Background: an optimization exercise with open tools, aiming at small area. Do not read the settings as production practice. RTL that was checked went through simulation tests only; none was proved equivalent to the original. For run 1, only the layout was checked, not whether the RTL still works. Power figures rest on the tool's default switching activity, not on a simulated workload.

==> flow/flow/run.sh <==
#!/bin/bash
# The standard layout (standard.sh, unchanged synthesis), with two
# layout settings changed through the ORFS environment:
#  - the port buffers use the smallest buffer cell (sky130_fd_sc_hd__buf_1);
#  - the clock tree uses clkbuf_8 buffers and no dummy loads.
# make's full output goes to standard.log; ORFS keeps each step's log
# under orfs/logs.
set -o pipefail
export BUFFER_PORTS_ARGS="-buffer_cell sky130_fd_sc_hd__buf_1"
export CTS_ARGS="-sink_clustering_enable -repair_clock_nets -dont_use_dummy_load -buf_list sky130_fd_sc_hd__clkbuf_8 "
bash standard.sh > standard.log 2>&1
==> flow/standard.sh <==
#!/bin/bash
# synth_recipe.tcl (not shown) runs the flow's synth.tcl, then flattens the netlist and writes it again
# the make line also repeats each setting of config.mk as NAME=value (left out here)
make -C /OpenROAD-flow-scripts/flow DESIGN_CONFIG=/design/flow/config.mk WORK_HOME=/design/flow/orfs CLKGATE_MAP_FILE= SYNTH_SCRIPT=/design/flow/synth_recipe.tcl "${@:-finish}"
==> flow/config.mk <==
export PLATFORM = sky130hd
export DESIGN_NAME = ict_seq
export DESIGN_NICKNAME = ict_seq
export VERILOG_FILES = /design/flow/design.v
export SDC_FILE = /design/flow/constraint.sdc
export NUM_CORES = 4
export LEC_CHECK = 0
export CAP_MARGIN = 0
export CORE_MARGIN = 2
export CORE_UTILIZATION = 30
export PLACE_DENSITY = 0.6
export SLEW_MARGIN = 0
==> flow/constraint.sdc <==
create_clock -name core_clock -period 10.0 [get_ports {clk}]
set_input_delay 2.0000 -clock core_clock [delete_from_list [all_inputs] [get_ports {clk}]]
set_output_delay 2.0000 -clock core_clock [all_outputs]
set_load 0.01 [all_outputs]
==> flow/design.v <==
module ict_seq (
    input  wire        clk,
    input  wire        rst,
    input  wire        cmd_valid,
    output wire        cmd_ready,
    input  wire [2:0]  cmd_op,
    input  wire [23:0] cmd_addr,
    input  wire [15:0] cmd_len,
    input  wire [3:0]  cmd_step,
    input  wire        cmd_wide,
    input  wire        cmd_big,
    input  wire [31:0] cmd_seed,
    input  wire [15:0] cmd_mask,
    input  wire [31:0] cmd_crc,
    output wire        bus_req_valid,
    input  wire        bus_req_ready,
    output wire        bus_req_we,
    output wire [23:0] bus_req_addr,
    output wire [15:0] bus_req_wdata,
    output wire        bus_req_wide,
    input  wire        bus_rsp_valid,
    input  wire [15:0] bus_rsp_rdata,
    output wire        res_valid,
    output wire [1:0]  res_code,
    output wire [31:0] res_value,
    output wire [23:0] res_addr,
    output wire [15:0] res_exp,
    output wire [15:0] res_act,
    output wire [1:0]  res_pass
);
    localparam OP_ROMCRC   = 3'd0;
    localparam OP_ROMCHK   = 3'd1;
    localparam OP_RAMMARCH = 3'd3;
    localparam OP_RAMADDR  = 3'd4;
    localparam OP_RAMFILL  = 3'd5;
    localparam [31:0] LCG_C  = 32'd1013904223;
    localparam [31:0] LCG_C2 = 32'd3282727597;
    localparam [31:0] POLY  = 32'hEDB88320;
    localparam S_IDLE  = 4'd0;    
    localparam S_RES   = 4'd1;    
    localparam S_BEGIN = 4'd2;    
    localparam S_WNEXT = 4'd3;    
    localparam S_REQ   = 4'd4;    
    localparam S_WAIT  = 4'd5;    
    localparam S_AGO   = 4'd6;    
    localparam S_PADV  = 4'd7;    
    localparam S_RSTRT = 4'd8;    
    localparam S_GEN   = 4'd9;    
    localparam S_ADV   = 4'd10;   
    localparam S_CMP   = 4'd11;   
    localparam S_ADEC  = 4'd12;   
    localparam S_ASTEP = 4'd13;   
    localparam S_ABACK = 4'd14;   
    reg [3:0]  state;
    reg [2:0]  op;
    reg [15:0] len;        
    reg [3:0]  step;
    reg        wide;
    reg        big;
    reg [15:0] mask;       
    reg [31:0] r1;         
    reg [31:0] r2;         
    reg [8:0]  acc;        
    reg [23:0] addr;       
    reg [15:0] cnt;        
    reg [4:0]  bc;         
    reg        sp;         
    reg [4:0]  ei;         
    reg [4:0]  tj;         
    reg [1:0]  ph;         
    reg        fl;         
    reg        cy;         
    reg        bw;         
    wire [4:0] idx    = {bc[4] ^ sp, bc[3:0]};    
    wire win      = state[3];
    wire last     = (idx == 5'd31);
    wire l16      = (bc[3:0] == 4'd15);           
    wire l32      = (bc == 5'd31);                
    wire is_march = (op == OP_RAMMARCH);
    wire is_addr  = (op == OP_RAMADDR);
    wire is_crc   = (op == OP_ROMCRC) || (op == OP_ROMCHK);
    wire is_fill  = (op == OP_RAMFILL);
    wire accept   = cmd_valid && cmd_ready;
    wire [15:0] wmask = wide ? 16'hFFFF : 16'h00FF;
    wire [15:0] cmask = mask & wmask;
    wire [4:0]  stride = wide ? {step, 1'b0} : {1'b0, step};
    wire [15:0] pat  = r2[31:16] & wmask;
    wire        hit  = (ei == tj);
    wire [4:0]  inc  = ((state == S_ASTEP) ? ei : tj) + 5'd1;
    wire [15:0] expv = is_march ? pat : (hit ? mask : 16'd0);
    wire        bad  = |((bus_rsp_rdata ^ expv) & cmask);
    wire        fail = (state == S_WAIT) && bus_rsp_valid && (is_march || is_addr) && bad;
    wire        we = is_fill || (is_march && !ph[0]) || (is_addr && ph != 2'd2);
    assign cmd_ready     = (state == S_IDLE) || (state == S_RES);
    assign bus_req_valid = (state == S_REQ);
    assign bus_req_we    = we;
    assign bus_req_addr  = addr;
    assign bus_req_wide  = wide;
    assign bus_req_wdata = is_addr ? ((ph == 2'd1) ? cmask : 16'd0) : pat;
    assign res_valid = (state == S_RES) || fail;
    assign res_code  = {op == 3'd7, fail || (op == OP_ROMCHK && fl)};
    assign res_value = r2;
    assign res_addr  = addr;
    assign res_exp   = expv & cmask;
    assign res_act   = bus_rsp_rdata & cmask;
    assign res_pass  = {ph[1], ~ph[1]};
    wire [3:0]  kk     = ei[4] ? 4'd0 : ei[3:0];
    wire [5:0]  sd     = {1'b0, idx} - {2'd0, kk} - {5'd0, wide};
    wire        y_str  = (sd[5:2] == 4'd0) && step[sd[1:0]];
    wire        n_bit  = !idx[4] && len[0];
    reg         a_en, a_sub, a_mul;
    always @(*) begin
        a_en = 1'b0; a_sub = 1'b0; a_mul = 1'b0;
        case (state)
        S_RSTRT: begin a_en = (ph != 2'd0); a_sub = 1'b1; a_mul = 1'b1; end
        S_CMP:   begin a_en = 1'b1; a_sub = 1'b1; a_mul = 1'b1; end
        S_ADV:   a_en = 1'b1;
        S_ASTEP: a_en = 1'b1;
        S_ABACK: begin a_en = !ei[4]; a_sub = 1'b1; end
        default: ;
        endcase
    end
    wire        lp     = (tj[1:0] == 2'd1);     
    wire        lcg_on = (state == S_GEN) || (state == S_ADV && is_march);
    wire [8:0]  lcg_f  = lp ? 9'd479 : tj[1] ? 9'd25 : 9'd139;
    wire        lcg_c  = lcg_on && lp && (ph[1] ? LCG_C2[idx] : LCG_C[idx]);
    wire [8:0]  m_k    = lcg_on ? lcg_f : {4'd0, stride};
    wire        m_x    = lcg_on ? r2[0] : n_bit;
    wire [9:0]  m_t    = {1'b0, acc} + (m_x ? {1'b0, m_k} : 10'd0) + {9'd0, lcg_c};
    wire        a_y   = (a_mul ? m_t[0] : y_str) ^ a_sub;
    wire        a_ci  = (idx == 5'd0) ? a_sub : cy;
    wire        a_s   = addr[0] ^ a_y ^ a_ci;
    wire        a_co  = (addr[0] & a_y) | (addr[0] & a_ci) | (a_y & a_ci);
    wire        a_shift = a_en && (idx < 5'd24);
    wire        crc_d  = mask[{idx[3] ^ (big & wide), idx[2:0]}];
    wire        crc_g  = r2[0] ^ crc_d;
    wire        crc_on = (state == S_ADV) && is_crc && !idx[4] && (wide || !idx[3]);
    wire        adec  = (state == S_ADEC);
    wire        d_src = (state == S_RSTRT) ? len[0] : adec ? len[1] : cnt[0];
    wire        d_dec = (state == S_ADV) || adec;
    wire        d_bi  = (idx == (adec ? 5'd15 : 5'd0)) ? 1'b1 : bw;
    wire        d_on  = adec ? (idx[4] ^ (idx[3:0] == 4'd15)) :
                        (state == S_RSTRT || state == S_ADV) && !idx[4];
    wire        d_clr = (state == S_ASTEP) && (bc[3:0] == ei[3:0]);
    wire        d_out = d_clr ? 1'b0 : !d_on ? cnt[0] : d_dec ? (d_src ^ d_bi) : d_src;
    always @(posedge clk) begin
        acc <= !win || last ? 9'd0 : m_t[9:1];
        cy  <= a_co;
        bw  <= d_bi & ~d_src;
        len <= accept ? cmd_len : {len[0], len[15:1]};
        r1  <= accept ? ((cmd_op == OP_ROMCHK) ? cmd_crc : cmd_seed) : {r1[0], r1[31:1]};
        bc  <= accept ? 5'd0 : bc + 5'd1;
        cnt <= {d_out, cnt[15:1]};
        if (accept) addr <= cmd_addr;
        else if (a_shift) addr <= {a_s, addr[23:1]};
    end
    always @(posedge clk) begin
        if (state == S_RSTRT)
            r2 <= {(is_march & (r1[0] ^ ph[1])) | (is_fill & r1[16]), r2[31:1]};
        else if (lcg_on)
            r2 <= {m_t[0], r2[31:1]};
        else if (crc_on)
            r2 <= {crc_g, r2[31:1] ^ (POLY[30:0] & {31{~crc_g}})};
        else if (state == S_CMP)
            r2 <= {r2[0], r2[31:1]};
        if (!win && l16) sp <= !bc[4];
        case (state)
        S_IDLE, S_RES: begin
            state <= S_IDLE;
            if (cmd_valid) begin
                op    <= cmd_op;
                step  <= cmd_step;
                wide  <= cmd_wide;
                big   <= cmd_big;
                mask  <= cmd_mask;
                ph    <= 2'd0;
                ei    <= 5'd31;
                tj    <= 5'd31;
                fl    <= 1'b0;
                state <= S_BEGIN;
            end
        end
        S_BEGIN: begin
            if (op == 3'd7) state <= S_RES;
            else if (is_addr) begin
                if (len == 16'd0) state <= S_RES;
                else if (l16) state <= S_ADEC;
            end else if (l32) state <= S_RSTRT;
        end
        S_RSTRT: if (last) state <= is_march ? S_GEN : S_WNEXT;
        S_GEN, S_ADV: begin
            if (lcg_on) begin
                if (last) begin
                    tj    <= lp ? 5'd31 : inc;
                    state <= lp ? S_WNEXT : S_GEN;
                end
            end else if (idx == 5'd23) state <= S_WNEXT;
        end
        S_WNEXT: begin
            if (cnt != 16'd0) state <= S_REQ;
            else if (is_march && ph != 2'd3) begin
                if (l32) begin
                    ph    <= ph + 2'd1;
                    state <= S_RSTRT;
                end
            end else if (op == OP_ROMCHK) begin
                if (l32) state <= S_CMP;
            end else state <= S_RES;
        end
        S_REQ: begin
            if (bus_req_ready) begin
                if (!we) state <= S_WAIT;
                else if (!is_addr) state <= S_PADV;
                else begin
                    case (ph)
                    2'd1:    begin ph <= 2'd2; state <= S_PADV; end
                    2'd3:    begin ph <= 2'd1; tj <= inc; state <= S_AGO; end
                    default: begin fl <= 1'b1; state <= S_AGO; end
                    endcase
                end
            end
        end
        S_WAIT: begin
            if (is_crc) mask <= bus_rsp_rdata;    
            if (bus_rsp_valid) begin
                if (fail) state <= S_IDLE;
                else if (is_addr) begin
                    fl    <= 1'b1;
                    state <= S_AGO;
                end else state <= S_PADV;
            end
        end
        S_PADV: if (l16) state <= is_addr ? S_ABACK : S_ADV;
        S_CMP: begin
            if (r2[0] != r1[0]) fl <= 1'b1;
            if (last) state <= S_RES;
        end
        S_ADEC: if (last) state <= S_AGO;
        S_AGO: begin
            if (ph[0]) begin
                if (hit) state <= S_REQ;
                else if (cnt == 16'd0) state <= S_RES;
                else if (l16) state <= S_ASTEP;
            end else if (!fl) begin
                state <= S_REQ;                 
            end else if (l16) begin
                if (cnt == 16'd0) begin
                    ph    <= ph + 2'd1;         
                    state <= S_ABACK;
                end else begin
                    state <= S_ASTEP;
                end
            end
        end
        S_ASTEP: begin
            if (last) begin
                ei    <= inc;
                fl    <= 1'b0;
                state <= S_AGO;
            end
        end
        S_ABACK: begin
            if (last) begin
                ei    <= 5'd31;
                fl    <= 1'b0;
                state <= S_ADEC;
            end
        end
        default: state <= S_IDLE;
        endcase
        if (rst) state <= S_IDLE;
    end
endmodule
==> key figures, run 1 <==
Timing
  – Final Max Tran Viols: 0
  – Tmin final: 6.10 ns
  – Final Hold Vio Count: 0
  – Maximum clock rate: 164 MHz
  – Skew final: 0.0420 ns
  – Pin slew with the least headroom to its limit: 1.02 ns
  – Period utilization: 0.610
  – Setup violators final: 0
  – Setup TNS: 0 ns
  – Slew HR: 0.322
  – RSZ-0062 raised after global routing: false

Critical path
  – Crit path DAT: 4.10 ns
  – Crit path launch: bus_rsp_rdata[10]
  – Element type at the critical path end: primary output
  – Crit-path max FO: 6
  – CP startpoint kind: input port
  – Crit Path Category: in2out
  – Slowest CP cell: a31oi_1
  – CP required: 8.00 ns
  – Cell chain of the critical path: buf_1, and3_1, and3b_1, a31o_1, o2111ai_1, a221oi_1, a31oi_1, a31o_1, buf_1
  – Reg2Reg Depth: 14
  – Critical R2R Launch: bc[0]$_SDFF_PP0_
  – Max incr delay on CP: 0.64 ns

Synth
  – Yosys warns: 1
  – Ys async rst share: 0
  – Post-Syn Area: 10300 sq um
  – Adder-Cell Fraction of Synth Area: 0.0414
  – Mux share of post-synthesis cell area: 0.122
  – Count of state elements after synthesis: 179
  – Post-synthesis sequential area ratio: 0.442
  – Ys flop type: edfxtp_1
  – Main combinational cell family by area after synthesis: simple AND/OR/NAND/NOR gates
  – Synth Area in XOR/XNOR: 0.0468
  – Synth Area per Inst: 9.88 sq um
  – Post-synthesis cell type count: 80
  – Syn nets: 1220
  – Number of cells produced by synthesis: 1039
  – Post-Synth Simple-Gate Area: 0.162
  – Compound-gate portion of the synthesized area: 0.127
  – Number of enable flip-flop cells after synthesis: 95

Final layout
  – Area grow syn2layout: 14.7%
  – Share of layout cells above drive strength 1: 0.0835
  – Most common cell after layout, fill and taps aside: buf_1
  – Most frequent cells in the layout: buf_1 (286), edfxtp_1 (95), nand2_1 (94), nor2_1 (84), dfxtp_1 (84)
  – Final nets: 1453
  – Ant. Diodes: 0
  – Register Area: 4530 sq um
  – Final design utilization: 0.350
  – Fillers: 3519
  – Area occupied by multi-input gates: 5130 sq um

Clocking
  – CTS tree: done
  – Num CTS Buffers: 17
  – Hold_buf cts: 0
  – Setup bufs post-CTS: 0
  – TritonCTS Sinks: 179
  – Clock root buffer: clkbuf_8
  – Clk buf depth: 2
  – Clock slew at reported path FFs: 0.10 ns
  – CTS resizes: 0
  – CTS H-tree depth: 4
  – Worst-Skew Late Latency: 0.50 ns

Routing
  – TritonRoute pass-1 iters: 6
  – Post-Route WL: 31300 um
  – DR iter-0 viols: 635
  – WL/cell: 18.2 um
  – # DRC: 0
  – Vias: 8726
  – Final ANT Viol Nets: 0
  – Mean number of vias per cell: 5.08

Worst hold path
  – Hold Path Origin: cnt[12]$_DFF_P_
  – Worst hold path type: reg2reg
  – Hold Path Depth: 0

Global route
  – Met1 Track Usage GR: 0.229
  – Overflow after GRT: 0
  – Initial antenna violation count: 0
  – Vias in the first global route: 8406
  – Largest net degree at the start of global routing: 100
  – Total global-route track usage: 0.174
  – GRT Max-Usage Layer: met2
  – M3 GR Usage: 0.0378
  – First-pass GRT wire length: 47800 um
  – Grt met2 use: 0.283

Die
  – Die width: 189 um
  – Initial Utilization: 0.305
  – Core ar.: 33600 sq um
  – # IOs: 287
  – Die H: 189 um
  – # rows: 67
  – Die area: 35700 sq um

Power and ir drop
  – LEAKAGE: 4.13 nW
  – Peak supply drop: 0.000138 V
  – Power density over the cells: 253 nW/um^2

Placed design
  – RD Place Congestion: 0.914
  – DP HPWL: 23400 um
  – Port buffer count: 286

Job
  – Max Cap Violations: 0

Outcome
  – Status: timing/DRC/antenna clean
[worst paths after layout]
| kind | end | slack, ns |
|---|---|---|
| worst max-delay path | res_code[0] | 3.90 |
| worst min-delay path | cnt[11]$_DFF_P_ | 0.32 |
| worst max register to register | addr[23]$_DFFE_PP_ | 5.45 |
| worst min register to register | cnt[11]$_DFF_P_ | 0.32 |
[metrics by stage]
step	worst slack (ns)	power, W	instance area [sq um]	instances	hold WS, ns
3_3_place_gp	3.88	0.00260	11500	1701	0.336
4_1_cts	3.88	0.00301	11800	1718	0.324
3_5_place_dp	3.88	0.00261	11500	1701	0.341
2_1_floorplan	4.63	0.00221	10300	1039	0.331
5_1_grt	3.70	0.00319	11800	1718	0.341
6_report	3.90	0.00298	11800	1718	0.321
[critical path, delay by kind of cell]
family | cells | cell delay, ns
buffers and inverters | 2 | 0.46
AO/OA/AOI/OAI | 5 | 1.25
AND/OR/NAND/NOR | 2 | 0.40
[area by class of cell]
| class | instances | share of cell area |
|---|---|---|
| multi-input cells | 736 | 0.436 |
| flip-flops and latches | 179 | 0.385 |
| repair buffers | 298 | 0.0988 |
| well taps | 448 | 0.0476 |
| clock buffers | 17 | 0.0199 |
| inverters | 40 | 0.0127 |
[registers in the layout (all words and copies together) (netlist names), 2 cells and up]
signal / flops
tj: 5
r2: 32
addr: 24
cnt: 16
len: 16
mask: 16
r1: 32
op: 3
bc: 5
step: 4
state: 4
ei: 5
ph: 2
acc: 9
[cell usage after synthesis, types with 4 or more instances]
cell type	count	area (sq um)
edfxtp_1	95	2850
nand2_1	94	353
dfxtp_1	84	1680
nor2_1	84	315
a21oi_1	75	375
mux2_2	57	642
mux2i_1	47	470
inv_1	37	139
nand3_1	31	155
o21ai_0	31	155
xor2_1	29	254
clkbuf_1	27	101
buf_4	26	195
ha_1	26	325
xnor2_1	24	210
nor2b_1	19	119
nor4_1	18	113
buf_2	17	85.1
nor3_1	17	85.1
nand2b_1	15	93.8
o22ai_1	14	87.6
buf_1	12	45.0
a211oi_1	9	67.6
nand4_1	9	56.3
a21boi_0	8	60.1
and2_1	8	50.1
and3_1	8	50.1
a21o_1	7	52.6
a31oi_1	5	31.3
fa_1	5	100
mux4_2	5	113
nand3b_1	5	37.5
nor3b_1	5	37.5
o211ai_1	5	37.5
a22oi_1	4	30.0
o2111ai_1	4	35.0
o21ai_1	4	20.0
o21bai_1	4	30.0
[metal layers]
layer  wire length (um)  part of all wire
met5                  0                 0
met4                599             0.019
met3               2350             0.075
met2              14700              0.47
met1              13700              0.44
[where the power goes]
part | total [W] | internal (W) | leakage [nW] | switching [W]
Clock | 0.000388 | 0.000150 | 0.122 | 0.000238
Sequential | 0.00126 | 0.00106 | 1.56 | 0.000201
Combinational | 0.00133 | 0.000516 | 2.45 | 0.000811
[kinds of logic (layout without fill, tap and decap cells)]
family | count (synthesis) | in the layout
DFF | 179 | 179
and+or+nand+nor | 335 | 335
buffers and inverters | 124 | 355
adders and majority gates | 31 | 31
xor gates and xnor gates | 54 | 54
muxes | 110 | 110
AOI/OAI and AO/OA | 206 | 206
==> run 2, diff against run 1 <==
--- a/flow/design.v
+++ b/flow/design.v
@@ -60,7 +60,7 @@
     reg [15:0] mask;       
     reg [31:0] r1;         
     reg [31:0] r2;         
-    reg [8:0]  acc;        
+    reg [11:0] acc;        
     reg [23:0] addr;       
     reg [15:0] cnt;        
     reg [4:0]  bc;         
@@ -120,13 +120,13 @@
         default: ;
         endcase
     end
-    wire        lp     = (tj[1:0] == 2'd1);     
+    wire        lp     = !tj[0];
     wire        lcg_on = (state == S_GEN) || (state == S_ADV && is_march);
-    wire [8:0]  lcg_f  = lp ? 9'd479 : tj[1] ? 9'd25 : 9'd139;
+    wire [11:0] lcg_f  = lp ? 12'd479 : 12'd3475;
     wire        lcg_c  = lcg_on && lp && (ph[1] ? LCG_C2[idx] : LCG_C[idx]);
-    wire [8:0]  m_k    = lcg_on ? lcg_f : {4'd0, stride};
+    wire [11:0] m_k    = lcg_on ? lcg_f : {7'd0, stride};
     wire        m_x    = lcg_on ? r2[0] : n_bit;
-    wire [9:0]  m_t    = {1'b0, acc} + (m_x ? {1'b0, m_k} : 10'd0) + {9'd0, lcg_c};
+    wire [12:0] m_t    = {1'b0, acc} + (m_x ? {1'b0, m_k} : 13'd0) + {12'd0, lcg_c};
     wire        a_y   = (a_mul ? m_t[0] : y_str) ^ a_sub;
     wire        a_ci  = (idx == 5'd0) ? a_sub : cy;
     wire        a_s   = addr[0] ^ a_y ^ a_ci;
@@ -144,7 +144,7 @@
     wire        d_clr = (state == S_ASTEP) && (bc[3:0] == ei[3:0]);
     wire        d_out = d_clr ? 1'b0 : !d_on ? cnt[0] : d_dec ? (d_src ^ d_bi) : d_src;
     always @(posedge clk) begin
-        acc <= !win || last ? 9'd0 : m_t[9:1];
+        acc <= !win || last ? 12'd0 : m_t[12:1];
         cy  <= a_co;
         bw  <= d_bi & ~d_src;
         len <= accept ? cmd_len : {len[0], len[15:1]};
@@ -191,7 +191,7 @@
         S_GEN, S_ADV: begin
             if (lcg_on) begin
                 if (last) begin
-                    tj    <= lp ? 5'd31 : inc;
+                    tj[0] <= !tj[0];
                     state <= lp ? S_WNEXT : S_GEN;
                 end
             end else if (idx == 5'd23) state <= S_WNEXT;
==> flow/flow/run.sh (replaced) <==
#!/bin/bash
# The standard layout (standard.sh: ORFS with the standard flow's synthesis script),
# with three layout settings changed through the ORFS environment:
#  - synthesis maps the logic with ABC's area-oriented mapper (amap) instead
#    of ORFS's delay-oriented script; every other step, and every register
#    with its name and cell type, is as in the standard synthesis;
#  - the port buffers use the smallest buffer cell (sky130_fd_sc_hd__buf_1);
#  - the clock tree uses clkbuf_8 buffers and no dummy loads.
# make's full output goes to standard.log; ORFS keeps each step's log
# under orfs/logs.
set -eo pipefail
here=$(pwd)
rm -rf "$here/orfs_scripts"
cp -r "$FLOW_HOME/scripts" "$here/orfs_scripts"
printf '%s\n' strash '&get -n' '&fraig -x' '&put' scorr dc2 strash 'dch -f' 'amap -m' \
    > "$here/orfs_scripts/abc_speed.script"
export SCRIPTS_DIR="$here/orfs_scripts"
export BUFFER_PORTS_ARGS="-buffer_cell sky130_fd_sc_hd__buf_1"
export CTS_ARGS="-sink_clustering_enable -repair_clock_nets -dont_use_dummy_load -buf_list sky130_fd_sc_hd__clkbuf_8"
bash standard.sh > standard.log 2>&1
==> run 2 against run 1 <==
Die area shrank 9.9%. Flip-flop and latch count grew 3. Count of clock-buffer cells in the layout is the same. Largest cell class is now registers. Clock skew shrank 0.011 ns. Non-clock buffer count shrank 1. Total power shrank 1.4%. Via count shrank 0.23%. Register-to-register slack lost 0.67 ns. Clock power shrank 1%. Global-route usage grew 0.56 points.
==> key figures, run 2 <==
Die
  – Die area: 32200 sq um (-9.9%)
  – Core ar.: 30400 sq um (-9.5%)
  – Die H: 179 um (-5.1%)
  – Die width: 179 um (-5.1%)
  – Initial Utilization: 0.303 (-0.00207)
  – # rows: 64 (-4.5%)
  – # IOs: 287 (unchanged)

Critical path
  – Cell chain of the critical path: clkinv_1, nor3_2, buf_4, clkinv_1, a32oi_1, nor2_1, o22a_1, nor4_1, nand4_1, o2111ai_1, o21ai_0, buf_1
  – Element type at the critical path end: primary output
  – CP startpoint kind: register
  – Cell mode on critical path: clkinv_1
  – Crit Path Category: reg2out
  – Slowest CP cell: clkinv_1
  – Bufs and invs on worst path: 4 (+2)
  – Crit path DAT: 4.28 ns (+0.18 ns)
  – Delay-heaviest family, CP: buffers and inverters
  – CP required: 8.00 ns (about the same)
  – Crit-path max FO: 21 (+15)
  – Max incr delay on CP: 0.65 ns (about the same)

Timing
  – Setup violators final: 0 (unchanged)
  – RSZ-0062 raised after global routing: false
  – Period utilization: 0.628 (+0.0178)
  – Slew HR: 0.276 (-0.0452)
  – Worst Slack Setup Final: 3.72 ns (-0.178 ns)
  – Final Max Tran Viols: 0 (unchanged)
  – Final Hold Vio Count: 0 (unchanged)
  – Pin slew with the least headroom to its limit: 1.08 ns (+0.0595 ns)
  – Tmin final: 6.28 ns (+0.178 ns)
  – Setup TNS: 0 ns (unchanged)
  – Skew final: 0.0306 ns (-0.0114 ns)
  – Maximum clock rate: 159 MHz (-2.8%)

Synth
  – Post-Syn Area: 9230 sq um (-10%)
  – Syn nets: 1164 (-4.6%)
  – Ys flop type: edfxtp_1
  – Number of enable flip-flop cells after synthesis: 95 (unchanged)
  – Commonest cells post-synth: nor2_1 (148), clkinv_1 (108), edfxtp_1 (95)
  – Main area contributors after synthesis: edfxtp_1 (31%), dfxtp_1 (19%), nor2_1 (6.0%)
  – Synth area leader: edfxtp_1
  – Count of state elements after synthesis: 182 (+1.7%)
  – Synth top area share: 0.309 (+0.0312)
  – Post-synthesis cell type count: 45 (-44%)
  – Cell with the most instances after synthesis: nor2_1
  – Ys async rst share: 0 (unchanged)
  – Post-synthesis sequential area ratio: 0.498 (+0.0561)
  – Synth Area per Inst: 9.41 sq um (-4.8%)
  – Number of cells produced by synthesis: 981 (-5.6%)
  – Yosys warns: 1 (unchanged)

Power and ir drop
  – PnR Total Power: 0.00294 W (-1.4%)
  – Peak supply drop: 0.000135 V (-2.4%)
  – Power density over the cells: 268 nW/um^2 (+6.0%)
  – LEAKAGE: 3.82 nW (-7.4%)

Clocking
  – CTS resizes: 0 (unchanged)
  – CTS H-tree depth: 4 (unchanged)
  – TritonCTS Sinks: 182 (+1.7%)
  – Worst-Skew Late Latency: 0.47 ns (-0.03 ns)
  – Num CTS Buffers: 17 (unchanged)
  – Clk buf depth: 2 (unchanged)
  – CTS tree: done
  – Clock root buffer: clkbuf_8
  – Clock slew at reported path FFs: 0.10 ns (about the same)
  – Setup bufs post-CTS: 0 (unchanged)
  – Hold_buf cts: 0 (unchanged)

Final layout
  – Most common cell after layout, fill and taps aside: buf_1
  – Final nets: 1455 (+0.14%)
  – Most frequent cells in the layout: buf_1 (286), nor2_1 (148), clkinv_1 (107), edfxtp_1 (95)
  – Ant. Diodes: 0 (unchanged)
  – Biggest regs: r1 (32), r2 (32), addr (24)
  – Fillers: 3183 (-9.5%)
  – Share of layout cells above drive strength 1: 0.0268 (-0.0567)
  – Area grow syn2layout: 18.7%
  – Final design utilization: 0.360 (+0.00963)

Global route
  – Overflow after GRT: 0 (unchanged)
  – Total global-route track usage: 0.179 (+0.00564)
  – First-pass GRT wire length: 44100 um (-7.7%)
  – Vias in the first global route: 7981 (-5.1%)
  – Initial antenna violation count: 0 (unchanged)
  – Largest net degree at the start of global routing: 108 (+8.0%)

Routing
  – Vias: 8706 (-0.23%)
  – Post-Route WL: 29000 um (-7.4%)
  – # DRC: 0 (unchanged)
  – DR iter-0 viols: 609 (-4.1%)
  – WL/cell: 17.4 um (-4.5%)
  – TritonRoute pass-1 iters: 6 (unchanged)
  – Mean number of vias per cell: 5.23 (+2.9%)
  – Final ANT Viol Nets: 0 (unchanged)

Placed design
  – RD Place Congestion: 0.902 (-1.4%)
  – DP HPWL: 22100 um (-5.3%)
  – Port buffer count: 286 (unchanged)
  – DP Worst Slack: 4.20 ns (+0.311 ns)

Job
  – Max Cap Violations: 0 (unchanged)

Outcome
  – Status: timing/DRC/antenna clean

Worst hold path
  – Worst hold path type: reg2reg
[run 2: cell types whose count changed after synthesis, moves of 26 or more]
cell | before | now
nand3_1 | 31 | 5
clkinv_1 | 0 | 108
o22a_1 | 0 | 32
o21ai_0 | 31 | 73
clkbuf_1 | 27 | 0
a22o_1 | 3 | 39
a22oi_1 | 4 | 35
xor2_1 | 29 | 0
nor2_1 | 84 | 148
mux2i_1 | 47 | 0
inv_1 | 37 | 0
mux2_2 | 57 | 0
a21oi_1 | 75 | 27
[run 2: metal layers]
metal  vias up  part of all wire  global-route usage
met5         -                 0                   0
met4         0             0.021              0.0588
met3        43             0.072              0.0424
met2       344              0.49               0.292
met1      4123              0.42               0.235
li1       4196                 -                   -
[run 2: final cells by class]
| class | count | area (sq um) | area share |
|---|---|---|---|
| Tap cell | 396 | 495 | 0.0452 |
| Inverter | 108 | 405 | 0.0370 |
| Sequential cell | 182 | 4590 | 0.419 |
| Clock buffer | 17 | 234 | 0.0214 |
| Timing Repair Buffer | 297 | 1160 | 0.106 |
| Multi-Input combinational cell | 666 | 4070 | 0.371 |
[run 2: report_power, final]
group          switching (W)  internal [W]
clock network       0.000234      0.000151
registers           0.000174       0.00109
logic               0.000845      0.000442
total                0.00125       0.00168
[run 2: worst paths after layout]
path / start / to / slack [ns] / cells after the start
max reg2reg: state[3]$_SDFFE_PP0P_ / acc[11]$_SDFF_PP0_ / 4.78 / 29
min reg2reg: cnt[14]$_DFF_P_ / cnt[13]$_DFF_P_ / 0.33 / 0
min: cnt[14]$_DFF_P_ / cnt[13]$_DFF_P_ / 0.33 / 0
max: op[1]$_DFFE_PP_ / res_valid / 3.72 / 12
[run 2: logic make-up after synthesis]
family,Yosys count,share of synthesized area
flip-flops,182,0.498
adder cells (fa/ha/maj),33,0.0488
multiplexers,1,0.00122
AND/OR/NAND/NOR,322,0.151
buffers and inverters,133,0.0643
AO/OA/AOI/OAI,310,0.237
[run 2: through the flow]
step	area (sq um)	hold WS, ns	cells
after global routing	11000	0.349	1666
after global placement	10700	0.335	1649
after floorplan	9230	0.331	981
after CTS	11000	0.337	1666
after detailed placement	10700	0.338	1649
final	11000	0.334	1666
==> run 3, diff against run 2 <==
--- a/flow/design.v
+++ b/flow/design.v
@@ -38,7 +38,6 @@
     localparam [31:0] POLY  = 32'hEDB88320;
     localparam S_IDLE  = 4'd0;    
     localparam S_RES   = 4'd1;    
-    localparam S_BEGIN = 4'd2;    
     localparam S_WNEXT = 4'd3;    
     localparam S_REQ   = 4'd4;    
     localparam S_WAIT  = 4'd5;    
@@ -88,7 +87,9 @@
     wire        hit  = (ei == tj);
     wire [4:0]  inc  = ((state == S_ASTEP) ? ei : tj) + 5'd1;
     wire [15:0] expv = is_march ? pat : (hit ? mask : 16'd0);
-    wire        bad  = |((bus_rsp_rdata ^ expv) & cmask);
+    wire [15:0] expm = expv & cmask;
+    wire [15:0] actm = bus_rsp_rdata & cmask;
+    wire        bad  = |(actm ^ expm);
     wire        fail = (state == S_WAIT) && bus_rsp_valid && (is_march || is_addr) && bad;
     wire        we = is_fill || (is_march && !ph[0]) || (is_addr && ph != 2'd2);
     assign cmd_ready     = (state == S_IDLE) || (state == S_RES);
@@ -101,8 +102,8 @@
     assign res_code  = {op == 3'd7, fail || (op == OP_ROMCHK && fl)};
     assign res_value = r2;
     assign res_addr  = addr;
-    assign res_exp   = expv & cmask;
-    assign res_act   = bus_rsp_rdata & cmask;
+    assign res_exp   = expm;
+    assign res_act   = actm;
     assign res_pass  = {ph[1], ~ph[1]};
     wire [3:0]  kk     = ei[4] ? 4'd0 : ei[3:0];
     wire [5:0]  sd     = {1'b0, idx} - {2'd0, kk} - {5'd0, wide};
@@ -164,6 +165,7 @@
         else if (state == S_CMP)
             r2 <= {r2[0], r2[31:1]};
         if (!win && l16) sp <= !bc[4];
+        if (accept) sp <= 1'b0;
         case (state)
         S_IDLE, S_RES: begin
             state <= S_IDLE;
@@ -177,15 +179,11 @@
                 ei    <= 5'd31;
                 tj    <= 5'd31;
                 fl    <= 1'b0;
-                state <= S_BEGIN;
-            end
-        end
-        S_BEGIN: begin
-            if (op == 3'd7) state <= S_RES;
-            else if (is_addr) begin
-                if (len == 16'd0) state <= S_RES;
-                else if (l16) state <= S_ADEC;
-            end else if (l32) state <= S_RSTRT;
+                if (cmd_op == 3'd7) state <= S_RES;
+                else if (cmd_op == OP_RAMADDR)
+                    state <= (cmd_len == 16'd0) ? S_RES : S_ADEC;
+                else state <= S_RSTRT;
+            end
         end
         S_RSTRT: if (last) state <= is_march ? S_GEN : S_WNEXT;
         S_GEN, S_ADV: begin
==> run 3 against run 2 <==
Flip-flop and latch count stayed put. Wire length fell by 3.8%. Setup slack worse by 0.68 ns. Area after synthesis down 2.1%. Global-route usage is 0.60 points lower. First-iteration DRC count rose by 5.7%. Final cell count decreased by 2.6%. Clock power about the same. Total power is 3.1% higher. Still clean on timing, DRC and antenna. Register-to-register slack got worse by 0.30 ns. Utilization grew 0.24 points. Critical path type unchanged.
==> key figures, run 3 <==
Synth
  – Ys async rst share: 0 (unchanged)
  – Syn nets: 1128 (-3.1%)
  – Post-synthesis sequential area ratio: 0.508 (+0.00979)
  – Synth top area share: 0.313 (+0.00344)
  – Number of cells produced by synthesis: 945 (-3.7%)
  – Synth area leader: edfxtp_1
  – Yosys warns: 1 (unchanged)
  – Number of enable flip-flop cells after synthesis: 94 (-1.1%)
  – Count of state elements after synthesis: 182 (unchanged)
  – Post-Syn Area: 9030 sq um (-2.1%)
  – Main area contributors after synthesis: edfxtp_1 (31%), dfxtp_1 (20%), clkinv_1 (4.8%)
  – Synth Area per Inst: 9.56 sq um (+1.6%)
  – Cell with the most instances after synthesis: clkinv_1
  – Post-synthesis cell type count: 48 (+6.7%)
  – Ys flop type: edfxtp_1
  – Commonest cells post-synth: clkinv_1 (115), nor2_1 (109), edfxtp_1 (94)

Placed design
  – DP Worst Slack: 3.59 ns (-0.611 ns)
  – DP HPWL: 21500 um (-3.0%)
  – RD Place Congestion: 0.942 (+4.5%)
  – Port buffer count: 286 (unchanged)

Worst hold path
  – Worst hold path type: reg2reg
  – Worst Hold Endpoint: cnt[9]$_DFF_P_
  – Hold Path Origin: cnt[10]$_DFF_P_
  – Hold Path Depth: 0 (unchanged)

Global route
  – First-pass GRT wire length: 42500 um (-3.6%)
  – Largest net degree at the start of global routing: 108 (unchanged)
  – Vias in the first global route: 7906 (-0.94%)
  – Overflow after GRT: 0 (unchanged)
  – Total global-route track usage: 0.173 (-0.00599)
  – Initial antenna violation count: 0 (unchanged)

Routing
  – Mean number of vias per cell: 5.20 (-0.45%)
  – TritonRoute pass-1 iters: 5 (-1)
  – Final ANT Viol Nets: 0 (unchanged)
  – # DRC: 0 (unchanged)
  – Vias: 8443 (-3.0%)
  – DR iter-0 viols: 644 (+5.7%)
  – WL/cell: 17.2 um (-1.3%)
  – Post-Route WL: 27900 um (-3.8%)

Timing
  – Skew final: 0.0431 ns (+0.0125 ns)
  – WHS: 0.347 ns (+0.0137 ns)
  – Worst Slack Setup Final: 3.04 ns (-0.681 ns)
  – Final Max Tran Viols: 0 (unchanged)
  – Tmin final: 6.96 ns (+0.681 ns)
  – Maximum clock rate: 144 MHz (-9.8%)
  – Period utilization: 0.696 (+0.0681)
  – Setup TNS: 0 ns (unchanged)
  – RSZ-0062 raised after global routing: false
  – Final Hold Vio Count: 0 (unchanged)
  – Setup violators final: 0 (unchanged)
  – Pin slew with the least headroom to its limit: 1.12 ns (+0.0468 ns)
  – Slew HR: 0.231 (-0.0451)

Clocking
  – Num CTS Buffers: 17 (unchanged)
  – Worst-Skew Late Latency: 0.46 ns (about the same)
  – CTS H-tree depth: 4 (unchanged)
  – Setup bufs post-CTS: 0 (unchanged)
  – Clock slew at reported path FFs: 0.08 ns (-0.02 ns)
  – TritonCTS Sinks: 182 (unchanged)
  – Clk buf depth: 2 (unchanged)
  – CTS resizes: 0 (unchanged)
  – Hold_buf cts: 0 (unchanged)
  – CTS tree: done
  – Clock root buffer: clkbuf_8

Critical path
  – Critical R2R Launch: state[3]$_SDFFE_PP0P_
  – CP required: 8.00 ns (about the same)
  – R2R setup slack: 4.48 ns (-0.30 ns)
  – R2R Path End: acc[10]$_SDFF_PP0_
  – Element type at the critical path end: primary output
  – Crit Path Category: reg2out
  – Crit-path max FO: 16 (-24%)
  – Reg2Reg Depth: 29 (unchanged)
  – CP startpoint kind: register
  – Crit path DAT: 4.96 ns (+0.68 ns)

Power and ir drop
  – Internal: 0.00173 W (+2.8%)
  – Flop pwr share: 0.436 (+0.005)
  – Clock power share: 0.126 (-0.005)
  – Psw: 0.00130 W (+3.5%)
  – Power density over the cells: 282 nW/um^2 (+5.2%)
  – Net Sw Frac: 0.428 (+0.00149)
  – Comb pwr share: 0.438 (about the same)
  – Peak supply drop: 0.000118 V (-13%)
  – LEAKAGE: 3.72 nW (-2.5%)

Final layout
  – Most common cell after layout, fill and taps aside: buf_1
  – Ant. Diodes: 0 (unchanged)
  – Biggest regs: r1 (32), r2 (32), addr (24)
  – Share of layout cells above drive strength 1: 0.0268 (about the same)
  – Fillers: 3135 (-1.5%)
  – Most frequent cells in the layout: buf_1 (286), clkinv_1 (114), nor2_1 (109), edfxtp_1 (94), dfxtp_1 (88)
  – Area grow syn2layout: 18.9%
  – Final nets: 1418 (-2.5%)

Die
  – Initial Utilization: 0.305 (+0.00142)
  – # IOs: 287 (unchanged)
  – Die H: 177 um (-1.1%)
  – Die area: 31500 sq um (-2.1%)
  – # rows: 63 (-1.6%)
  – Die width: 177 um (-1.1%)
  – Core ar.: 29600 sq um (-2.6%)

Job
  – Max Cap Violations: 0 (unchanged)

Outcome
  – Status: timing/DRC/antenna clean
run 3: cell count changes after synthesis, sizes merged, moves of 6 or more:
cell     delta
o221ai      -6
a211oi     +12
a2111oi     +6
nor2       -39
nor4        -6
o22a       -29
clkinv      +7
o22ai      +14
a21oi       +8
a32oi      -13
run 3: kinds of logic (layout without fill, tap and decap cells):
family | Yosys count | after routing | synth area share
AOI/OAI and AO/OA | 318 | 318 | 0.242
buffers and inverters | 140 | 428 | 0.0686
DFF | 182 | 182 | 0.508
adders and majority gates | 33 | 33 | 0.0499
and+or+nand+nor | 272 | 272 | 0.132
run 3: area by class of cell:
type / instances / area [sq um] / share of cell area
Clock buffer: 17 / 234 / 0.0218
Inverter: 115 / 432 / 0.0402
Multi-Input combinational cell: 623 / 3850 / 0.359
Sequential cell: 182 / 4580 / 0.427
Tap cell: 390 / 488 / 0.0454
Timing Repair Buffer: 296 / 1150 / 0.107
run 3: metal layers:
layer  vias to the layer above  GRT usage  part of all wire
li1                       4078          -                 -
met1                      3959      0.230              0.43
met2                       360      0.280              0.48
met3                        46     0.0407             0.071
met4                         0     0.0499             0.019
met5                         -          0                 0
run 3: critical path, stage by stage (launching register included):
cell and delay (ns):
edfxtp_1 0.38, clkinv_1 0.14, a222oi_1 0.36, o221ai_1 0.18, a2111oi_0 0.90, nor2_1 0.08
buf_4 0.24, a211oi_1 0.34, clkinv_1 0.11, a221oi_1 0.29, o2111ai_1 0.14, a2111oi_0 0.33
nand4_1 0.16, o211ai_1 0.48, o21ai_0 0.20, buf_1 0.18
run 3: power groups by stage:
stage | sequential (W) | combinational [W] | clock (W)
2_1_floorplan | 0.00132 | 0.000880 | 0
3_3_place_gp | 0.00133 | 0.00131 | 0
3_5_place_dp | 0.00133 | 0.00132 | 0
4_1_cts | 0.00132 | 0.00133 | 0.000395
5_1_grt | 0.00135 | 0.00148 | 0.000424
6_report | 0.00132 | 0.00133 | 0.000382
run 3: how the worst max path moves through the flow:
stage / start / end / cells past startpoint / slack [ns]
after floorplan: cmd_valid / ei[0]$_SDFFCE_PN1P_ / 3 / 3.87
after global placement: ei[2]$_SDFFCE_PN1P_ / res_code[0] / 15 / 3.86
after detailed placement: ei[2]$_SDFFCE_PN1P_ / res_valid / 15 / 3.59
after CTS: ei[2]$_SDFFCE_PN1P_ / res_valid / 15 / 3.09
after global routing: ei[2]$_SDFFCE_PN1P_ / res_code[0] / 15 / 2.58
final: ei[2]$_SDFFCE_PN1P_ / res_code[0] / 15 / 3.04
run 3: stage by stage:
stage                     total power, W  utilization  std cells  cell area (sq um)
final                            0.00303        0.362       1623              10700
after CTS                        0.00304        0.362       1623              10700
after global placement           0.00264        0.354       1606              10500
after detailed placement         0.00265        0.354       1606              10500
after floorplan                  0.00220            -        945               9030
after global routing             0.00326        0.362       1623              10700
==> run 4, diff against run 3 <==
--- a/flow/design.v
+++ b/flow/design.v
@@ -105,9 +105,10 @@
     assign res_exp   = expm;
     assign res_act   = actm;
     assign res_pass  = {ph[1], ~ph[1]};
+    wire [4:0]  sd     = idx - {4'd0, wide};
+    wire        y_str  = (sd[4:2] == 3'd0) && step[sd[1:0]];
     wire [3:0]  kk     = ei[4] ? 4'd0 : ei[3:0];
-    wire [5:0]  sd     = {1'b0, idx} - {2'd0, kk} - {5'd0, wide};
-    wire        y_str  = (sd[5:2] == 4'd0) && step[sd[1:0]];
+    wire        k_bit  = (idx == {1'b0, kk});
     wire        n_bit  = !idx[4] && len[0];
     reg         a_en, a_sub, a_mul;
     always @(*) begin
@@ -116,8 +117,8 @@
         S_RSTRT: begin a_en = (ph != 2'd0); a_sub = 1'b1; a_mul = 1'b1; end
         S_CMP:   begin a_en = 1'b1; a_sub = 1'b1; a_mul = 1'b1; end
         S_ADV:   a_en = 1'b1;
-        S_ASTEP: a_en = 1'b1;
-        S_ABACK: begin a_en = !ei[4]; a_sub = 1'b1; end
+        S_ASTEP: begin a_en = 1'b1; a_mul = 1'b1; end
+        S_ABACK: begin a_en = !ei[4]; a_sub = 1'b1; a_mul = 1'b1; end
         default: ;
         endcase
     end
@@ -126,7 +127,7 @@
     wire [11:0] lcg_f  = lp ? 12'd479 : 12'd3475;
     wire        lcg_c  = lcg_on && lp && (ph[1] ? LCG_C2[idx] : LCG_C[idx]);
     wire [11:0] m_k    = lcg_on ? lcg_f : {7'd0, stride};
-    wire        m_x    = lcg_on ? r2[0] : n_bit;
+    wire        m_x    = lcg_on ? r2[0] : is_addr ? k_bit : n_bit;
     wire [12:0] m_t    = {1'b0, acc} + (m_x ? {1'b0, m_k} : 13'd0) + {12'd0, lcg_c};
     wire        a_y   = (a_mul ? m_t[0] : y_str) ^ a_sub;
     wire        a_ci  = (idx == 5'd0) ? a_sub : cy;
==> run 4 against run 3 <==
Sequential share of layout area is 0.55 points higher. Die area down 1.3%. Combinational power is essentially flat. Non-clock buffer count down 1. Sequential power about the same. Cell area is 1.3% lower. Maximum frequency rose by 2.5%. Setup slack better by 0.17 ns. Clock skew is 0.0070 ns lower. Critical path type unchanged. Critical endpoint is now res_valid. Largest cell class unchanged.
==> key figures, run 4 <==
Synth
  – Syn nets: 1107 (-1.9%)
  – Synth top area share: 0.317 (+0.00417)
  – Main area contributors after synthesis: edfxtp_1 (32%), dfxtp_1 (20%), nor2_1 (4.8%)
  – Count of state elements after synthesis: 182 (unchanged)
  – Cell with the most instances after synthesis: nor2_1
  – Number of cells produced by synthesis: 931 (-1.5%)
  – Ys async rst share: 0 (unchanged)
  – Synth area leader: edfxtp_1
  – Post-synthesis sequential area ratio: 0.514 (+0.00677)
  – Commonest cells post-synth: nor2_1 (115), clkinv_1 (98), edfxtp_1 (94)
  – Ys flop type: edfxtp_1
  – Yosys warns: 1 (unchanged)
  – Synth Area per Inst: 9.57 sq um (+0.17%)
  – Post-Syn Area: 8910 sq um (-1.3%)
  – Post-synthesis cell type count: 47 (-2.1%)
  – Number of enable flip-flop cells after synthesis: 94 (unchanged)

Placed design
  – DP HPWL: 21900 um (+2.0%)
  – Port buffer count: 286 (unchanged)
  – RD Place Congestion: 0.912 (-3.3%)

Final layout
  – Fillers: 3096 (-1.2%)
  – Biggest regs: r1 (32), r2 (32), addr (24)
  – Share of layout cells above drive strength 1: 0.0246 (-0.00213)
  – Area occupied by multi-input gates: 3790 sq um (-1.7%)
  – Register Area: 4580 sq um (unchanged)
  – Most common cell after layout, fill and taps aside: buf_1
  – Area grow syn2layout: 19.0% (about the same)
  – Ant. Diodes: 0 (unchanged)
  – Most frequent cells in the layout: buf_1 (286), nor2_1 (115), clkinv_1 (97), edfxtp_1 (94), dfxtp_1 (88)
  – Final nets: 1396 (-1.6%)

Clocking
  – Num CTS Buffers: 17 (unchanged)
  – Clock root buffer: clkbuf_8
  – Clk buf depth: 2 (unchanged)
  – CTS H-tree depth: 4 (unchanged)
  – Worst-Skew Late Latency: 0.46 ns (about the same)
  – Hold_buf cts: 0 (unchanged)
  – Setup bufs post-CTS: 0 (unchanged)
  – Clock slew at reported path FFs: 0.09 ns (about the same)
  – CTS resizes: 0 (unchanged)
  – CTS tree: done
  – TritonCTS Sinks: 182 (unchanged)

Die
  – Die H: 176 um (-0.65%)
  – # rows: 63 (unchanged)
  – # IOs: 287 (unchanged)
  – Die width: 176 um (-0.65%)
  – Die area: 31100 sq um (-1.3%)
  – Core ar.: 29500 sq um (-0.53%)
  – Initial Utilization: 0.302 (-0.00240)

Worst hold path
  – Hold Path Origin: cnt[13]$_DFF_P_
  – Hold Path Depth: 0 (unchanged)
  – Worst hold path type: reg2reg
  – Worst Hold Endpoint: cnt[12]$_DFF_P_

Timing
  – Final Hold Vio Count: 0 (unchanged)
  – Period utilization: 0.679 (-0.0167)
  – RSZ-0062 raised after global routing: false
  – Setup TNS: 0 ns (unchanged)
  – Setup violators final: 0 (unchanged)
  – Slew HR: 0.254 (+0.0225)
  – Maximum clock rate: 147 MHz (+2.5%)
  – Pin slew with the least headroom to its limit: 1.12 ns (-0.00875 ns)
  – Skew final: 0.0362 ns (-0.00696 ns)
  – WHS: 0.343 ns (-0.00391 ns)
  – Tmin final: 6.79 ns (-0.167 ns)
  – Final Max Tran Viols: 0 (unchanged)

Global route
  – First-pass GRT wire length: 43500 um (+2.3%)
  – Largest net degree at the start of global routing: 98 (-9.3%)
  – Overflow after GRT: 0 (unchanged)
  – Total global-route track usage: 0.181 (+0.00768)
  – Initial antenna violation count: 0 (unchanged)
  – Vias in the first global route: 7904 (-0.025%)

Critical path
  – R2R setup slack: 4.75 ns (+0.27 ns)
  – R2R Path End: acc[10]$_SDFF_PP0_
  – CP startpoint kind: register
  – Crit-path max FO: 16 (unchanged)
  – Cell mode on critical path: nor2_1
  – Element type at the critical path end: primary output
  – Critical R2R Launch: state[1]$_SDFFE_PP0P_
  – CP required: 8.00 ns (about the same)
  – Crit path DAT: 4.79 ns (-0.17 ns)
  – Delay-heaviest family, CP: compound AO/OA/AOI/OAI gates
  – Crit Path Category: reg2out
  – Reg2Reg Depth: 23 (-21%)
  – Slowest CP cell: nor2_1
  – Cell chain of the critical path: clkinv_1, o22ai_1, a2111oi_0, o2111a_1, nor2_1, nor2_1, nor2_1, a21oi_1, a2111oi_0, o2111ai_1, nor4b_1, nand3_1, o2111ai_1, o21ai_0, buf_1
  – Max incr delay on CP: 0.85 ns (-0.05 ns)
  – Bufs and invs on worst path: 2 (-2)

Routing
  – Final ANT Viol Nets: 0 (unchanged)
  – DR iter-0 viols: 714 (+11%)
  – Vias: 8401 (-0.50%)
  – TritonRoute pass-1 iters: 7 (+2)
  – WL/cell: 17.8 um (+3.3%)
  – Mean number of vias per cell: 5.22 (+0.43%)
  – # DRC: 0 (unchanged)
  – Post-Route WL: 28600 um (+2.3%)

Power and ir drop
  – Peak supply drop: 0.000142 V (+20%)
  – Power density over the cells: 286 nW/um^2 (+1.4%)
  – LEAKAGE: 3.65 nW (-2.1%)
  – PnR Total Power: 0.00303 W (about the same)

Job
  – Max Cap Violations: 0 (unchanged)

Outcome
  – Status: timing/DRC/antenna clean
-- run 4: cell count changes after synthesis, sizes merged, moves of 5 or more --
cell | previous run | this run
ha | 28 | 23
nand4 | 6 | 1
clkinv | 115 | 98
a21oi | 35 | 42
o22ai | 40 | 26
o21ai | 71 | 80
nor2 | 109 | 115
-- run 4: how the worst max path moves through the flow --
stage | startpoint | end | slack (ns) | depth (start not counted)
after global routing | ei[2]$_SDFFCE_PN1P_ | res_valid | 2.69 | 15
after CTS | ei[2]$_SDFFCE_PN1P_ | res_valid | 3.31 | 15
after detailed placement | bus_rsp_rdata[2] | res_valid | 3.66 | 12
after floorplan | cmd_valid | state[3]$_SDFFE_PP0P_ | 3.73 | 5
final | ei[2]$_SDFFCE_PN1P_ | res_valid | 3.21 | 15
after global placement | bus_rsp_rdata[2] | res_valid | 3.72 | 12
-- run 4: report_power, final --
group	total [W]	internal [W]	switching (W)
combinational	0.00131	0.000446	0.000862
sequential	0.00134	0.00114	0.000200
clock	0.000382	0.000151	0.000231
total	0.00303	0.00174	0.00129
-- run 4: logic make-up after synthesis --
| group | after synthesis | synth area share |
|---|---|---|
| DFF | 182 | 0.514 |
| buffers and inverters | 123 | 0.0623 |
| adders and majority gates | 26 | 0.0390 |
| and+or+nand+nor | 280 | 0.137 |
| AOI/OAI and AO/OA | 320 | 0.247 |
-- run 4: final cells by class --
type                            instances  share of cell area
Multi-Input combinational cell        626               0.357
Inverter                               98              0.0347
Clock buffer                           17              0.0221
Sequential cell                       182               0.432
Tap cell                              390              0.0460
Timing Repair Buffer                  295               0.108
-- run 4: routing by layer --
metal	routed length [um]	track usage	up-vias
met4	804	0.0665	0
li1	-	-	4036
met1	12400	0.234	3879
met2	13000	0.299	437
met3	2350	0.0373	49
met5	0	0	-
-- run 4: stage by stage --
step	utilization	worst slack, ns	cell area (sq um)	cells
final	0.360	3.21	10600	1608
after global routing	0.360	2.69	10600	1608
after CTS	0.360	3.31	10600	1608
after detailed placement	0.352	3.66	10400	1591
after global placement	0.352	3.72	10400	1591
after floorplan	-	3.73	8910	931
==> run 5, diff against run 4 <==
--- a/flow/design.v
+++ b/flow/design.v
@@ -59,7 +59,7 @@
     reg [15:0] mask;       
     reg [31:0] r1;         
     reg [31:0] r2;         
-    reg [11:0] acc;        
+    reg [8:0]  acc;        
     reg [23:0] addr;       
     reg [15:0] cnt;        
     reg [4:0]  bc;         
@@ -122,13 +122,13 @@
         default: ;
         endcase
     end
-    wire        lp     = !tj[0];
+    wire        lp     = (tj[1:0] == 2'd1);     
     wire        lcg_on = (state == S_GEN) || (state == S_ADV && is_march);
-    wire [11:0] lcg_f  = lp ? 12'd479 : 12'd3475;
+    wire [8:0]  lcg_f  = lp ? 9'd479 : tj[1] ? 9'd25 : 9'd139;
     wire        lcg_c  = lcg_on && lp && (ph[1] ? LCG_C2[idx] : LCG_C[idx]);
-    wire [11:0] m_k    = lcg_on ? lcg_f : {7'd0, stride};
+    wire [8:0]  m_k    = lcg_on ? lcg_f : {4'd0, stride};
     wire        m_x    = lcg_on ? r2[0] : is_addr ? k_bit : n_bit;
-    wire [12:0] m_t    = {1'b0, acc} + (m_x ? {1'b0, m_k} : 13'd0) + {12'd0, lcg_c};
+    wire [9:0]  m_t    = {1'b0, acc} + (m_x ? {1'b0, m_k} : 10'd0) + {9'd0, lcg_c};
     wire        a_y   = (a_mul ? m_t[0] : y_str) ^ a_sub;
     wire        a_ci  = (idx == 5'd0) ? a_sub : cy;
     wire        a_s   = addr[0] ^ a_y ^ a_ci;
@@ -146,7 +146,7 @@
     wire        d_clr = (state == S_ASTEP) && (bc[3:0] == ei[3:0]);
     wire        d_out = d_clr ? 1'b0 : !d_on ? cnt[0] : d_dec ? (d_src ^ d_bi) : d_src;
     always @(posedge clk) begin
-        acc <= !win || last ? 12'd0 : m_t[12:1];
+        acc <= !win || last ? 9'd0 : m_t[9:1];
         cy  <= a_co;
         bw  <= d_bi & ~d_src;
         len <= accept ? cmd_len : {len[0], len[15:1]};
@@ -190,7 +190,7 @@
         S_GEN, S_ADV: begin
             if (lcg_on) begin
                 if (last) begin
-                    tj[0] <= !tj[0];
+                    tj    <= lp ? 5'd31 : inc;
                     state <= lp ? S_WNEXT : S_GEN;
                 end
             end else if (idx == 5'd23) state <= S_WNEXT;
==> run 5 against run 4 <==
Via count shrank 0.81%. Hold slack got worse by 0.015 ns. Total power decreased by 0.51%. Die area fell by 1.6%. Register-to-register slack better by 0.62 ns. Synthesized cell count shrank 1.1%. Count of clock-buffer cells in the layout is the same. Wire length rose by 1.3%. Utilization up 0.44 points. Critical path type unchanged. Largest power group is now combinational cells.
==> key figures, run 5 <==
Synth
  – Number of enable flip-flop cells after synthesis: 94 (unchanged)
  – Syn nets: 1095 (-1.1%)
  – Yosys warns: 1 (unchanged)
  – Ys async rst share: 0 (unchanged)
  – Post-Syn Area: 8770 sq um (-1.6%)
  – Synth top area share: 0.322 (+0.00520)
  – Main area contributors after synthesis: edfxtp_1 (32%), dfxtp_1 (19%), o21ai_0 (4.8%)
  – Synth Area per Inst: 9.52 sq um (-0.55%)
  – Post-synthesis sequential area ratio: 0.516 (+0.00159)
  – Count of state elements after synthesis: 179 (-1.6%)
  – Synth area leader: edfxtp_1
  – Cell with the most instances after synthesis: clkinv_1
  – Ys flop type: edfxtp_1
  – Post-synthesis cell type count: 47 (unchanged)
  – Number of cells produced by synthesis: 921 (-1.1%)
  – Commonest cells post-synth: clkinv_1 (103), nor2_1 (100), nand2_1 (98)

Power and ir drop
  – Internal: 0.00172 W (-1.1%)
  – PnR Total Power: 0.00301 W (-0.51%)
  – Peak supply drop: 0.000134 V (-5.5%)
  – Flop pwr share: 0.435 (-0.007)
  – Comb pwr share: 0.439 (+0.007)
  – Net Sw Frac: 0.430 (+0.00340)
  – LEAKAGE: 3.60 nW (-1.4%)
  – Psw: 0.00130 W (+0.29%)
  – Clock power share: 0.126 (about the same)
  – Power density over the cells: 288 nW/um^2 (+0.96%)

Routing
  – # DRC: 0 (unchanged)
  – Mean number of vias per cell: 5.24 (+0.25%)
  – Vias: 8333 (-0.81%)
  – TritonRoute pass-1 iters: 5 (-2)
  – Post-Route WL: 28900 um (+1.3%)
  – WL/cell: 18.2 um (+2.4%)
  – Final ANT Viol Nets: 0 (unchanged)
  – DR iter-0 viols: 593 (-17%)

Clocking
  – CTS H-tree depth: 4 (unchanged)
  – Worst-Skew Late Latency: 0.47 ns (about the same)
  – Clock root buffer: clkbuf_8
  – Num CTS Buffers: 17 (unchanged)
  – CTS tree: done
  – CTS resizes: 0 (unchanged)
  – Clk buf depth: 2 (unchanged)
  – Hold_buf cts: 0 (unchanged)
  – Setup bufs post-CTS: 0 (unchanged)
  – Clock slew at reported path FFs: 0.10 ns (about the same)
  – TritonCTS Sinks: 179 (-1.6%)

Timing
  – Slew HR: 0.271 (+0.0175)
  – RSZ-0062 raised after global routing: false
  – WHS: 0.328 ns (-0.0150 ns)
  – Maximum clock rate: 149 MHz (+0.84%)
  – Final Hold Vio Count: 0 (unchanged)
  – Skew final: 0.0505 ns (+0.0143 ns)
  – Period utilization: 0.673 (-0.00565)
  – Setup TNS: 0 ns (unchanged)
  – Final Max Tran Viols: 0 (unchanged)
  – Pin slew with the least headroom to its limit: 1.09 ns (-0.0222 ns)
  – Tmin final: 6.73 ns (-0.0565 ns)
  – Setup violators final: 0 (unchanged)

Final layout
  – Fillers: 3029 (-2.2%)
  – Final design utilization: 0.364 (+0.00439)
  – Most common cell after layout, fill and taps aside: buf_1
  – Area occupied by multi-input gates: 3690 sq um (-2.6%)
  – Area grow syn2layout: 19.2%
  – Biggest regs: r1 (32), r2 (32), addr (24)
  – Final Non-Filler Cells: 1591 (-1.1%)
  – Most frequent cells in the layout: buf_1 (286), clkinv_1 (102), nor2_1 (100), nand2_1 (97), edfxtp_1 (94)
  – Final nets: 1383 (-0.93%)
  – Ant. Diodes: 0 (unchanged)
  – Register Area: 4520 sq um (-1.3%)
  – Share of layout cells above drive strength 1: 0.0249 (+0.000224)

Die
  – # rows: 62 (-1.6%)
  – Initial Utilization: 0.305 (+0.00318)
  – Die width: 175 um (-0.79%)
  – Core ar.: 28700 sq um (-2.6%)
  – Die H: 175 um (-0.79%)
  – # IOs: 287 (unchanged)
  – Die area: 30600 sq um (-1.6%)

Global route
  – Initial antenna violation count: 1 (+1)
  – Vias in the first global route: 7773 (-1.7%)
  – Total global-route track usage: 0.187 (+0.00564)
  – Overflow after GRT: 0 (unchanged)
  – Largest net degree at the start of global routing: 106 (+8.2%)
  – First-pass GRT wire length: 44000 um (+1.2%)

Placed design
  – Port buffer count: 286 (unchanged)
  – RD Place Congestion: 0.951 (+4.3%)
  – DP HPWL: 22300 um (+2.0%)
  – Placed Cells: 1574 (-1.1%)

Critical path
  – Crit path DAT: 4.73 ns (-0.06 ns)
  – Crit Path Category: reg2out
  – Element type at the critical path end: primary output
  – CP startpoint kind: register
  – Crit-path max FO: 12 (-4)
  – CP required: 8.00 ns (about the same)

Worst hold path
  – Worst hold path type: reg2reg

Outcome
  – Status: timing/DRC/antenna clean

Job
  – Max Cap Violations: 0 (unchanged)
==> run 5: cell types whose count changed in the layout (fill, tap and decap cells not counted), moves of 5 or more <==
cell,change
o22ai_1,+5
nand2_1,+11
nor2_1,-15
o221ai_1,+6
nand3_1,+5
a32o_1,-5
nor4_1,+6
nand4_1,+5
a211oi_1,-5
clkinv_1,+5
a21oi_1,-15
==> run 5: cell type report <==
type	count	share of cell area
inverter	103	0.0370
timing repair buffer	294	0.108
multi-input combinational	614	0.353
sequential	179	0.433
clock buffer	17	0.0224
tap	384	0.0460
==> run 5: cells by family (layout without fill, tap and decap cells) <==
group           count (synthesis)  in the layout  synth area share
compound gates                309            309             0.241
fa+ha+maj                      24             24            0.0368
buf+inv                       128            414            0.0655
flops                         179            179             0.516
mux                             1              1           0.00128
simple gates                  280            280             0.139
==> run 5: worst max-delay path: stages, from the launching register on <==
cell       delay, ns
edfxtp_1        0.35
clkinv_1        0.19
a222oi_1        0.31
o221ai_1        0.15
a2111oi_0       0.80
nor2_1          0.46
a211oi_1        0.41
clkinv_1        0.16
a22oi_1         0.20
nand2_1         0.07
a2111oi_0       0.29
nand4_1         0.27
o2111ai_1       0.26
o21ai_0         0.21
buf_1           0.17
==> run 5: stage by stage <==
step | setup slack, ns | area [sq um]
after global routing | 2.92 | 10400
final | 3.27 | 10400
after detailed placement | 3.76 | 10200
after floorplan | 3.99 | 8770
after CTS | 3.25 | 10400
after global placement | 3.78 | 10200
==> run 5: power by group through the flow <==
stage                     clock (W)  sequential (W)  combinational (W)
after floorplan                   0         0.00130           0.000896
after global placement            0         0.00132            0.00132
after detailed placement          0         0.00132            0.00133
after CTS                  0.000399         0.00131            0.00133
after global routing       0.000428         0.00135            0.00148
final                      0.000380         0.00131            0.00132
==> run 5: final timing paths <==
path                    from               endpoint  slack (ns)  depth (start not counted)
max reg2reg  tj[0]$_DFFE_PP_  state[1]$_SDFFE_PP0P_        5.37                         16
max          tj[0]$_DFFE_PP_            res_code[0]        3.27                         14
min reg2reg   cnt[3]$_DFF_P_         cnt[2]$_DFF_P_        0.33                          0
min           cnt[3]$_DFF_P_         cnt[2]$_DFF_P_        0.33                          0
==> run 5: routing by layer <==
metal / GRT usage / vias up / part of all wire
met5: 0 / - / 0.00048
met4: 0.0566 / 2 / 0.018
met3: 0.0376 / 31 / 0.082
met2: 0.305 / 435 / 0.46
met1: 0.249 / 3862 / 0.44
li1: - / 4003 / -

-- what the ideal ports hide --
No port has a modelled driver above. Below, the same layouts with a new extraction and two added sets of constraints. Step 1 sets driving cells, clkbuf_16 on the clock port and buf_2 on the other inputs (assumed; they add their load-dependent delay and slew). Step 2 times the ports against the registers' clock, not the clock port: input delays grow and output delays shrink by t, the midpoint of the rising clock arrivals with the driver on. Slacks: ideal ports / drivers / drivers and shift; pairs: ideal ports / drivers.
| run | t (ns) | setup WS [ns] | pins driven straight from the clock port |
|---|---|---|---|
| run 1 | 0.528 | 3.901 / 3.852 / 3.852 | 1 |
| run 2 | 0.502 | 3.723 / 3.676 / 4.126 | 1 |
| run 3 | 0.482 | 3.043 / 2.997 / 3.479 | 1 |
| run 4 | 0.488 | 3.210 / 3.165 / 3.516 | 1 |
| run 5 | 0.494 | 3.266 / 3.219 / 3.713 | 1 |
After both steps setup and hold are still met in every run listed. For run 1, which loses most, drivers alone change the setup slack by -0.049 ns; drivers and shift together by -0.049 ns.
